Context: an optimization exercise on an open-source flow, tuned for small area. The choices shown serve that exercise and are no tape-out recipe.
Only simulation tests tie the RTL to the original design; equivalence was not proved.
No activity file was given, so power comes from the tool's default toggle rates.

## run.sh

```bash
#!/bin/bash
# synth_recipe.tcl (not shown) runs the flow's synth.tcl, then flattens the netlist and writes it again
# the make line also repeats each setting of config.mk as NAME=value (left out here)
make -C /OpenROAD-flow-scripts/flow DESIGN_CONFIG=/design/flow/config.mk WORK_HOME=/design/flow/orfs CLKGATE_MAP_FILE= SYNTH_SCRIPT=/design/flow/synth_recipe.tcl finish
```

## config.mk

```make
export PLATFORM = sky130hd
export DESIGN_NAME = ref8_core
export DESIGN_NICKNAME = ref8_core
export VERILOG_FILES = /design/flow/design.v
export SDC_FILE = /design/flow/constraint.sdc
export NUM_CORES = 4
export LEC_CHECK = 0
export CAP_MARGIN = 20
export CORE_MARGIN = 2
export CORE_UTILIZATION = 40
export PLACE_DENSITY = 0.6
export SLEW_MARGIN = 20
```

## constraint.sdc

```tcl
create_clock -name core_clock -period 8.0 [get_ports {clk}]
set_input_delay 1.6000 -clock core_clock [delete_from_list [all_inputs] [get_ports {clk}]]
set_output_delay 1.6000 -clock core_clock [all_outputs]
set_load 0.01 [all_outputs]
```

## design.v

```verilog
module ref8_core (
    input  wire        clk,
    input  wire        rst,           
    input  wire        cmd_valid,
    input  wire        cmd_op,        
    output wire        cmd_ready,
    output reg         mem_req,
    output reg         mem_we,
    output reg  [15:0] mem_addr,
    output reg  [7:0]  mem_wdata,
    input  wire        mem_ready,
    input  wire [7:0]  mem_rdata,
    output reg  [1:0]  phase,
    output reg         halted,
    output reg  [1:0]  halt_cause,
    output reg  [63:0] cycle_count,
    output reg  [15:0] pc,
    output reg  [15:0] sp,
    output wire [7:0]  flags,
    output wire [7:0]  r0,
    output wire [7:0]  r1,
    output wire [7:0]  r2,
    output wire [7:0]  r3
);
    localparam PH_UNINIT  = 2'd0;
    localparam PH_RESET   = 2'd1;
    localparam PH_RUNNING = 2'd2;
    localparam PH_HALTED  = 2'd3;
    localparam HC_NONE    = 2'd0;
    localparam HC_HALT    = 2'd1;
    localparam HC_ILLEGAL = 2'd2;
    localparam S_IDLE   = 4'd0;
    localparam S_F0     = 4'd1;    
    localparam S_F0W    = 4'd2;    
    localparam S_F1     = 4'd3;
    localparam S_F1W    = 4'd4;
    localparam S_F2     = 4'd5;
    localparam S_F2W    = 4'd6;
    localparam S_EXEC   = 4'd7;
    localparam S_RD     = 4'd8;    
    localparam S_RDW    = 4'd9;    
    localparam S_WR     = 4'd10;   
    reg [3:0]  state;
    reg [7:0]  ir, b1, b2;
    reg [7:0]  regs [0:3];
    reg        fc, fz, fv, fn;
    reg        second;             
    assign cmd_ready = (state == S_IDLE);
    assign flags = {4'b0000, fn, fv, fz, fc};
    assign r0 = regs[0];
    assign r1 = regs[1];
    assign r2 = regs[2];
    assign r3 = regs[3];
    wire illegal = (ir >= 8'h12 && ir <= 8'h17) || (ir >= 8'h5C && ir <= 8'h5F);
    reg [1:0] ilen;
    always @(*) begin
        if (ir <= 8'h06)                       ilen = 2'd1;
        else if (ir <= 8'h0F)                  ilen = 2'd2;
        else if (ir <= 8'h11)                  ilen = 2'd3;
        else if (ir <= 8'h17)                  ilen = 2'd1;    
        else if (ir <= 8'h1F)                  ilen = 2'd3;
        else if (ir <= 8'h3F)                  ilen = 2'd2;
        else if (ir <= 8'h4F)                  ilen = 2'd1;
        else if (ir <= 8'h53)                  ilen = 2'd2;
        else if (ir <= 8'h5B)                  ilen = 2'd3;
        else                                   ilen = 2'd1;
    end
    wire is_nop   = (ir == 8'h00);
    wire is_halt  = (ir == 8'h01);
    wire is_ret   = (ir == 8'h02);
    wire is_clc   = (ir == 8'h03);
    wire is_sec   = (ir == 8'h04);
    wire is_pushf = (ir == 8'h05);
    wire is_popf  = (ir == 8'h06);
    wire is_bra   = (ir == 8'h07);
    wire is_bcc   = (ir[7:3] == 5'b00001);
    wire is_jmp   = (ir == 8'h10);
    wire is_call  = (ir == 8'h11);
    wire is_ldx   = (ir[7:2] == 6'b000110);
    wire is_stx   = (ir[7:2] == 6'b000111);
    wire is_alui  = (ir[7:5] == 3'b001);
    wire is_mov   = (ir[7:4] == 4'b0100);
    wire is_ldi   = (ir[7:2] == 6'b010100);
    wire is_ld    = (ir[7:2] == 6'b010101);
    wire is_st    = (ir[7:2] == 6'b010110);
    wire is_unary = (ir[7:5] == 3'b011) && (ir[4:3] != 2'b11);
    wire is_push  = (ir[7:2] == 6'b011110);
    wire is_pop   = (ir[7:2] == 6'b011111);
    wire is_alur  = ir[7];
    wire [15:0] abs16  = {b2, b1};
    wire [15:0] pc_len = pc + {14'd0, ilen};
    wire [1:0] alu_rd  = is_alur ? ir[3:2] : ir[1:0];
    wire [2:0] alu_op  = is_alur ? ir[6:4] : ir[4:2];
    wire [7:0] alu_a   = regs[alu_rd];
    wire [7:0] alu_b   = is_alur ? regs[ir[1:0]] : b1;
    reg  [7:0] alu_r;
    reg        alu_c, alu_v, alu_z, alu_n;
    reg        alu_wr;             
    reg        alu_wc;             
    reg  [8:0] t9;
    always @(*) begin
        t9 = 9'd0;
        alu_r = 8'd0;
        alu_c = fc;
        alu_v = 1'b0;
        alu_wr = 1'b1;
        alu_wc = 1'b1;
        case (alu_op)
            3'd0: t9 = {1'b0, alu_a} + {1'b0, alu_b};
            3'd1: t9 = {1'b0, alu_a} + {1'b0, alu_b} + {8'd0, fc};
            3'd2: t9 = {1'b0, alu_a} - {1'b0, alu_b};
            3'd3: t9 = {1'b0, alu_a} - {1'b0, alu_b} - {8'd0, fc};
            3'd7: t9 = {1'b0, alu_a} - {1'b0, alu_b};
            default: t9 = 9'd0;
        endcase
        case (alu_op)
            3'd0, 3'd1: begin
                alu_r = t9[7:0];
                alu_c = t9[8];
                alu_v = (alu_a[7] == alu_b[7]) && (alu_r[7] != alu_a[7]);
            end
            3'd2, 3'd3, 3'd7: begin
                alu_r = t9[7:0];
                alu_c = t9[8];
                alu_v = (alu_a[7] != alu_b[7]) && (alu_r[7] != alu_a[7]);
                alu_wr = (alu_op != 3'd7);
            end
            3'd4: begin alu_r = alu_a & alu_b; alu_wc = 1'b0; end
            3'd5: begin alu_r = alu_a | alu_b; alu_wc = 1'b0; end
            default: begin alu_r = alu_a ^ alu_b; alu_wc = 1'b0; end
        endcase
        alu_z = (alu_r == 8'd0);
        alu_n = alu_r[7];
    end
    wire [7:0] un_a = regs[ir[1:0]];
    reg  [7:0] un_r;
    reg        un_c, un_v;
    always @(*) begin
        un_r = un_a;
        un_c = fc;
        un_v = 1'b0;
        case (ir[4:2])
            3'd0: begin un_r = un_a + 8'd1; un_v = (un_a == 8'h7F); end
            3'd1: begin un_r = un_a - 8'd1; un_v = (un_a == 8'h80); end
            3'd2: begin un_r = {un_a[6:0], 1'b0}; un_c = un_a[7]; end
            3'd3: begin un_r = {1'b0, un_a[7:1]}; un_c = un_a[0]; end
            3'd4: begin un_r = {un_a[6:0], fc};   un_c = un_a[7]; end
            3'd5: begin un_r = {fc, un_a[7:1]};   un_c = un_a[0]; end
            default: ;
        endcase
    end
    reg cond;
    always @(*) begin
        case (ir[2:1])
            2'd0: cond = fz;
            2'd1: cond = fc;
            2'd2: cond = fn;
            default: cond = fv;
        endcase
        if (ir[0]) cond = ~cond;
    end
    wire [15:0] br_target = pc + 16'd2 + {{8{b1[7]}}, b1};
    wire [15:0] idx_addr  = abs16 + {8'd0, regs[3]};
    integer i;
    task complete;
        begin
            cycle_count <= cycle_count + 64'd1;
            phase <= PH_RUNNING;
            state <= S_IDLE;
        end
    endtask
    always @(posedge clk) begin
        if (rst) begin
            state <= S_IDLE;
            phase <= PH_UNINIT;
            halted <= 1'b0;
            halt_cause <= HC_NONE;
            cycle_count <= 64'd0;
            pc <= 16'd0;
            sp <= 16'd0;
            {fn, fv, fz, fc} <= 4'd0;
            for (i = 0; i < 4; i = i + 1) regs[i] <= 8'd0;
            mem_req <= 1'b0;
            mem_we <= 1'b0;
            mem_addr <= 16'd0;
            mem_wdata <= 8'd0;
            second <= 1'b0;
        end else begin
            case (state)
                S_IDLE: begin
                    if (cmd_valid) begin
                        if (cmd_op) begin
                            phase <= PH_RESET;
                            halted <= 1'b0;
                            halt_cause <= HC_NONE;
                            cycle_count <= 64'd0;
                            pc <= 16'd0;
                            sp <= 16'd0;
                            {fn, fv, fz, fc} <= 4'd0;
                            for (i = 0; i < 4; i = i + 1) regs[i] <= 8'd0;
                        end else if (phase == PH_RESET || phase == PH_RUNNING) begin
                            state <= S_F0;
                            mem_req <= 1'b1;
                            mem_we <= 1'b0;
                            mem_addr <= pc;
                        end
                    end
                end
                S_F0: if (mem_ready) begin
                    mem_req <= 1'b0;
                    state <= S_F0W;
                end
                S_F0W: begin
                    ir <= mem_rdata;
                    state <= S_F1;
                end
                S_F1: begin
                    if (illegal) begin
                        halted <= 1'b1;
                        halt_cause <= HC_ILLEGAL;
                        phase <= PH_HALTED;
                        cycle_count <= cycle_count + 64'd1;
                        state <= S_IDLE;
                    end else if (ilen == 2'd1) begin
                        state <= S_EXEC;
                    end else if (!mem_req) begin
                        mem_req <= 1'b1;
                        mem_we <= 1'b0;
                        mem_addr <= pc + 16'd1;
                    end else if (mem_ready) begin
                        mem_req <= 1'b0;
                        state <= S_F1W;
                    end
                end
                S_F1W: begin
                    b1 <= mem_rdata;
                    if (ilen == 2'd3) begin
                        state <= S_F2;
                        mem_req <= 1'b1;
                        mem_we <= 1'b0;
                        mem_addr <= pc + 16'd2;
                    end else begin
                        state <= S_EXEC;
                    end
                end
                S_F2: if (mem_ready) begin
                    mem_req <= 1'b0;
                    state <= S_F2W;
                end
                S_F2W: begin
                    b2 <= mem_rdata;
                    state <= S_EXEC;
                end
                S_EXEC: begin
                    second <= 1'b0;
                    if (is_nop) begin
                        pc <= pc_len;
                        complete();
                    end else if (is_halt) begin
                        pc <= pc_len;
                        halted <= 1'b1;
                        halt_cause <= HC_HALT;
                        cycle_count <= cycle_count + 64'd1;
                        phase <= PH_HALTED;
                        state <= S_IDLE;
                    end else if (is_clc) begin
                        fc <= 1'b0;
                        pc <= pc_len;
                        complete();
                    end else if (is_sec) begin
                        fc <= 1'b1;
                        pc <= pc_len;
                        complete();
                    end else if (is_bra || is_bcc) begin
                        if (is_bra || cond) pc <= br_target;
                        else pc <= pc_len;
                        complete();
                    end else if (is_jmp) begin
                        pc <= abs16;
                        complete();
                    end else if (is_alui || is_alur) begin
                        if (alu_wr) regs[alu_rd] <= alu_r;
                        if (alu_wc) fc <= alu_c;
                        fv <= alu_v;
                        fz <= alu_z;
                        fn <= alu_n;
                        pc <= pc_len;
                        complete();
                    end else if (is_mov) begin
                        regs[ir[3:2]] <= regs[ir[1:0]];
                        pc <= pc_len;
                        complete();
                    end else if (is_ldi) begin
                        regs[ir[1:0]] <= b1;
                        pc <= pc_len;
                        complete();
                    end else if (is_unary) begin
                        regs[ir[1:0]] <= un_r;
                        fc <= un_c;
                        fv <= un_v;
                        fz <= (un_r == 8'd0);
                        fn <= un_r[7];
                        pc <= pc_len;
                        complete();
                    end else if (is_ld || is_ldx || is_pop || is_popf || is_ret) begin
                        mem_req <= 1'b1;
                        mem_we <= 1'b0;
                        if (is_ld)       mem_addr <= abs16;
                        else if (is_ldx) mem_addr <= idx_addr;
                        else             mem_addr <= sp;
                        state <= S_RD;
                    end else begin
                        mem_req <= 1'b1;
                        mem_we <= 1'b1;
                        if (is_st) begin
                            mem_addr <= abs16;
                            mem_wdata <= regs[ir[1:0]];
                        end else if (is_stx) begin
                            mem_addr <= idx_addr;
                            mem_wdata <= regs[ir[1:0]];
                        end else if (is_pushf) begin
                            mem_addr <= sp - 16'd1;
                            mem_wdata <= flags;
                        end else if (is_push) begin
                            mem_addr <= sp - 16'd1;
                            mem_wdata <= regs[ir[1:0]];
                        end else begin
                            mem_addr <= sp - 16'd1;
                            mem_wdata <= pc_len[15:8];
                        end
                        state <= S_WR;
                    end
                end
                S_RD: if (mem_ready) begin
                    mem_req <= 1'b0;
                    state <= S_RDW;
                end
                S_RDW: begin
                    if (is_ld || is_ldx || is_pop) begin
                        regs[ir[1:0]] <= mem_rdata;
                        if (is_pop) sp <= sp + 16'd1;
                        pc <= pc_len;
                        complete();
                    end else if (is_popf) begin
                        {fn, fv, fz, fc} <= mem_rdata[3:0];
                        sp <= sp + 16'd1;
                        pc <= pc_len;
                        complete();
                    end else if (!second) begin
                        pc[7:0] <= mem_rdata;
                        second <= 1'b1;
                        mem_req <= 1'b1;
                        mem_we <= 1'b0;
                        mem_addr <= sp + 16'd1;
                        state <= S_RD;
                    end else begin
                        pc[15:8] <= mem_rdata;
                        sp <= sp + 16'd2;
                        complete();
                    end
                end
                S_WR: if (mem_ready) begin
                    mem_req <= 1'b0;
                    mem_we <= 1'b0;
                    if (is_call && !second) begin
                        second <= 1'b1;
                        mem_req <= 1'b1;
                        mem_we <= 1'b1;
                        mem_addr <= sp - 16'd2;
                        mem_wdata <= pc_len[7:0];
                    end else if (is_call) begin
                        sp <= sp - 16'd2;
                        pc <= abs16;
                        complete();
                    end else begin
                        if (is_push || is_pushf) sp <= sp - 16'd1;
                        pc <= pc_len;
                        complete();
                    end
                end
                default: state <= S_IDLE;
            endcase
        end
    end
endmodule
```

==> run summary <==
final cells by class:
class | instances | share of cell area, %
sequential | 194 | 21.9
inverter | 78 | 1.44
clock buffer | 18 | 2.11
timing repair buffer | 206 | 9.78
tap | 592 | 3.65
clock inverter | 14 | 0.635
multi-input combinational | 1869 | 60.5
antenna | 1 | 0.0123
sequential cells by signal (all words and copies together), names as in the netlist, 2 cells and up, named ones only:
signal,flops
cycle_count,64
b2,8
mem_addr,16
state,4
ir,8
b1,8
sp,16
phase,2
pc,16
mem_wdata,8
halt_cause,2
regs,32
synthesized netlist by cell type, types with 25 or more instances:
master | number | area [sq um]
a21oi_1 | 189 | 946
a31oi_1 | 25 | 156
and2_1 | 27 | 169
and3_1 | 37 | 231
buf_2 | 33 | 165
clkbuf_1 | 98 | 368
dfxtp_1 | 138 | 2760
edfxtp_1 | 56 | 1680
ha_1 | 73 | 913
inv_1 | 76 | 285
mux2i_1 | 32 | 320
nand2_1 | 201 | 754
nand2b_1 | 26 | 163
nand3_1 | 74 | 370
nand4_1 | 32 | 200
nor2_1 | 274 | 1030
nor3_1 | 64 | 320
o211ai_1 | 29 | 218
o21ai_0 | 124 | 621
o221ai_1 | 37 | 324
or3_1 | 27 | 169
xnor2_1 | 61 | 534
xor2_1 | 61 | 534
power by group through the flow:
stage	combinational (mW)	sequential [mW]	clock [mW]
finish	2.21	1.26	0.881
CTS	2.15	1.26	0.894
floorplan	1.58	1.18	0
detailed placement	2.14	1.28	0
global placement	2.13	1.28	0
global route	2.39	1.27	0.924
how the worst max path moves through the flow:
stage | startpoint | to | slack (ns) | cells past startpoint
detailed placement | ir[2] | regs[3][7] | 2.36 | 12
floorplan | ir[2] | regs[3][7] | 3.31 | 18
CTS | ir[2] | regs[3][7] | 2.31 | 12
global route | ir[2] | regs[0][7] | 1.94 | 12
finish | ir[2] | regs[3][7] | 2.26 | 12
global placement | ir[2] | regs[0][7] | 2.41 | 12
metrics by stage:
step	power, mW	cells	cell area [sq um]
floorplan	2.76	2314	17800
global placement	3.41	2939	19700
detailed placement	3.42	2939	19700
CTS	4.30	2971	20300
global route	4.58	2971	20300
finish	4.35	2972	20300
cells by family (layout without fill, tap and decap cells):
| group | Yosys count | in the layout | share of synthesized area, % |
|---|---|---|---|
| simple gates | 894 | 894 | 25.3 |
| compound gates | 711 | 711 | 27.0 |
| buf+inv | 251 | 316 | 6.33 |
| flops | 194 | 194 | 24.9 |
| xor+xnor | 124 | 124 | 6.21 |
| fa+ha+maj | 80 | 80 | 5.86 |
| mux | 56 | 56 | 4.40 |
| other cells | 1 | 5 | 0.0210 |
tightest hold or removal path, delay by kind of cell, from the launching register on:
family	cells	cell delay [ns]
compound gates	1	0.05
buf+inv	1	0.05
flops	1	0.32
metal layers:
metal | track usage [%] | wire, um
met1 | 44.3 | 32500
met2 | 46.8 | 31800
met5 | 0 | 12
met3 | 9.71 | 8820
met4 | 13.4 | 3090
==> results by group <==
Worst setup path
  • Crit. End Element: flop
  • Req. time, crit path: 8.25 ns
  • Crit path buf inv count: 0
  • Worst r2r src: ir[2]
  • Slowest-stage cell, CP: mux2i_2
  • CP Launch Type: flop
  • CP delay by family, top: compound AO/OA/AOI/OAI gates
  • Largest stage delay, worst path: 0.83 ns
  • Critical Path, Cell by Cell: mux2i_2 -> mux4_2 -> ha_1 -> nor2b_1 -> a2111oi_0 -> o22ai_1 -> xnor2_1 -> or3_1 -> a31oi_1 -> a21boi_1 -> a21oi_1 -> nor3_1
  • Crit path kind: reg -> reg
  • CP Max Fanout: 28
  • Worst path arrival time: 5.99 ns
  • Worst r2r path cells: 12
  • Reg-to-Reg End: regs[3][7]
  • R2r setup slk: 2.26 ns

STA
  • Clock Skew: approximately 0.015 ns
  • Fin. Hold Viols: 0
  • Tmin final: 5.74 ns
  • Final setup viols: 0
  • Period utilisation layout: 71.8%
  • Final setup TNS: 0 ns
  • Max-slew headroom: 29.5%
  • F_max: 0.174 GHz
  • Minimum hold slack: 0.465 ns
  • Worst-Margin Slew: around 1.1 ns
  • Max Transition Viols Final: 0
  • Setup WS post-layout: 2.26 ns
  • RSZ-0062 raised after global routing: no

Power and ir drop
  • Clock network fraction of design power: 20.2%
  • Peak VDD IR: about 0.18 mV
  • Sw Ratio: 46.5%
  • Sequential power share: 29.1%
  • P_leak: 7.10 nW
  • Int Power: 2.33 mW
  • Switching Power: 2.02 mW
  • Power Density: 214 nW/um^2
  • Combinational Power Share: 50.7%

Detailed routing
  • Routed Antenna Nets: 0
  • Residual DRC count: 0
  • DR vias/cell: 6.53
  • Wire per inst: about 26 um
  • Initial DRC count: 2482
  • Via count: around 19000
  • Post-Route WL: approximately 76000 um
  • 1st-pass router iterations: 6

Cells and area
  • NumNets Final: 2458
  • Multi-input gate area: 12300 sq um
  • Filler cells: 4495
  • Most common cell after layout, fill and taps aside: nor2_1
  • Layout cells sized above 1: 6.18%
  • Area Growth Syn to Fin: 13.9%
  • Final Util: 46.0%
  • Sequential cell area: 4440 sq um
  • Most frequent cells in the layout: 274 x nor2_1, 201 x nand2_1, 189 x a21oi_1

Run
  • Max Cap Viol: 0

Synth
  • Synthesized area: 17800 sq um
  • Synth unique cells: 118
  • Post-Syn Instances: between 2000 and 2500
  • Synth warnings: 1
  • Avg Inst Size Synth: 7.71 sq um
  • Flops & latches, synth: 194
  • Async S/R FF share, synth: 0%
  • Post-synth EDFFs: 56
  • Most used DFF post-synth: dfxtp_1
  • Post-synthesis sequential area ratio: 24.9%

Min path
  • Hold WC Path Type: reg -> reg
  • Hold path start: halted
  • Hold Crit Depth: 2
  • WHS Endpoint: halted

Floorplan
  • Initial core utilization: 40.4%
  • Num rows: 77
  • Placeable Area: around 44000 sq um
  • Boundary Pins: 181
  • Die W: 215 um
  • Die Span Y: between 200 and 250 um
  • Die footprint: around 46000 sq um

Clocking
  • Root Buffer Master: clkbuf_16
  • Clock sink total: 194
  • Worst-Skew Late Latency: 0.51 ns
  • Post-CTS sizing: 0
  • Post CTS Setup Buffer Count: 0
  • CTS tree: built
  • Hold Buf Count CTS: 0
  • Clock Pin Slew Worst Setup and Hold Paths: 0.08 ns
  • CTS Buffer Depth: 2
  • Total CTS buffers: 17
  • CTS H-tree lvls: 4

GRT
  • Largest net degree at the start of global routing: 77
  • Remaining Overflow, GRT: 0
  • GR Util All Layers: 32.3%
  • Vias in the first global route: 18135
  • Initial antenna violation count: 2
  • First-pass GRT wire length: 115000 um

Place
  • Routability cong.: 0.974
  • DP HPWL: 56500 um
  • Setup WS pre-CTS: 2.36 ns
  • # port buffers: 176

Run status
  • Status: timing/DRC/antenna clean

[port drivers added, routing unchanged]
In the flow no input, the clock included, has a driving cell. The finished layout below was timed again as built, in two steps.
Step 1 (the two cells are an assumption about what drives the block):
set clk [get_ports {clk}]
set_driving_cell -lib_cell sky130_fd_sc_hd__clkbuf_16 $clk
set_driving_cell -lib_cell sky130_fd_sc_hd__buf_2 [delete_from_list [all_inputs] $clk]
Step 2 times the ports against the registers' clock, not the clock port: input delays grow and output delays shrink by t, the midpoint of the rising clock arrivals with the driver on.
a / b / c = no drivers / after step 1 / after step 2; a / b = the first two.
t, ns: 0.562
slack for setup (ns): 2.256 / 2.256 / 2.256
slew at the worst register clock pin (ns): 0.08 / 0.08
cell pins on the clock port's net: 1
After both steps setup and hold are still met in this run. For this run, drivers alone change the setup slack by 0.000 ns; drivers and shift together by 0.000 ns.
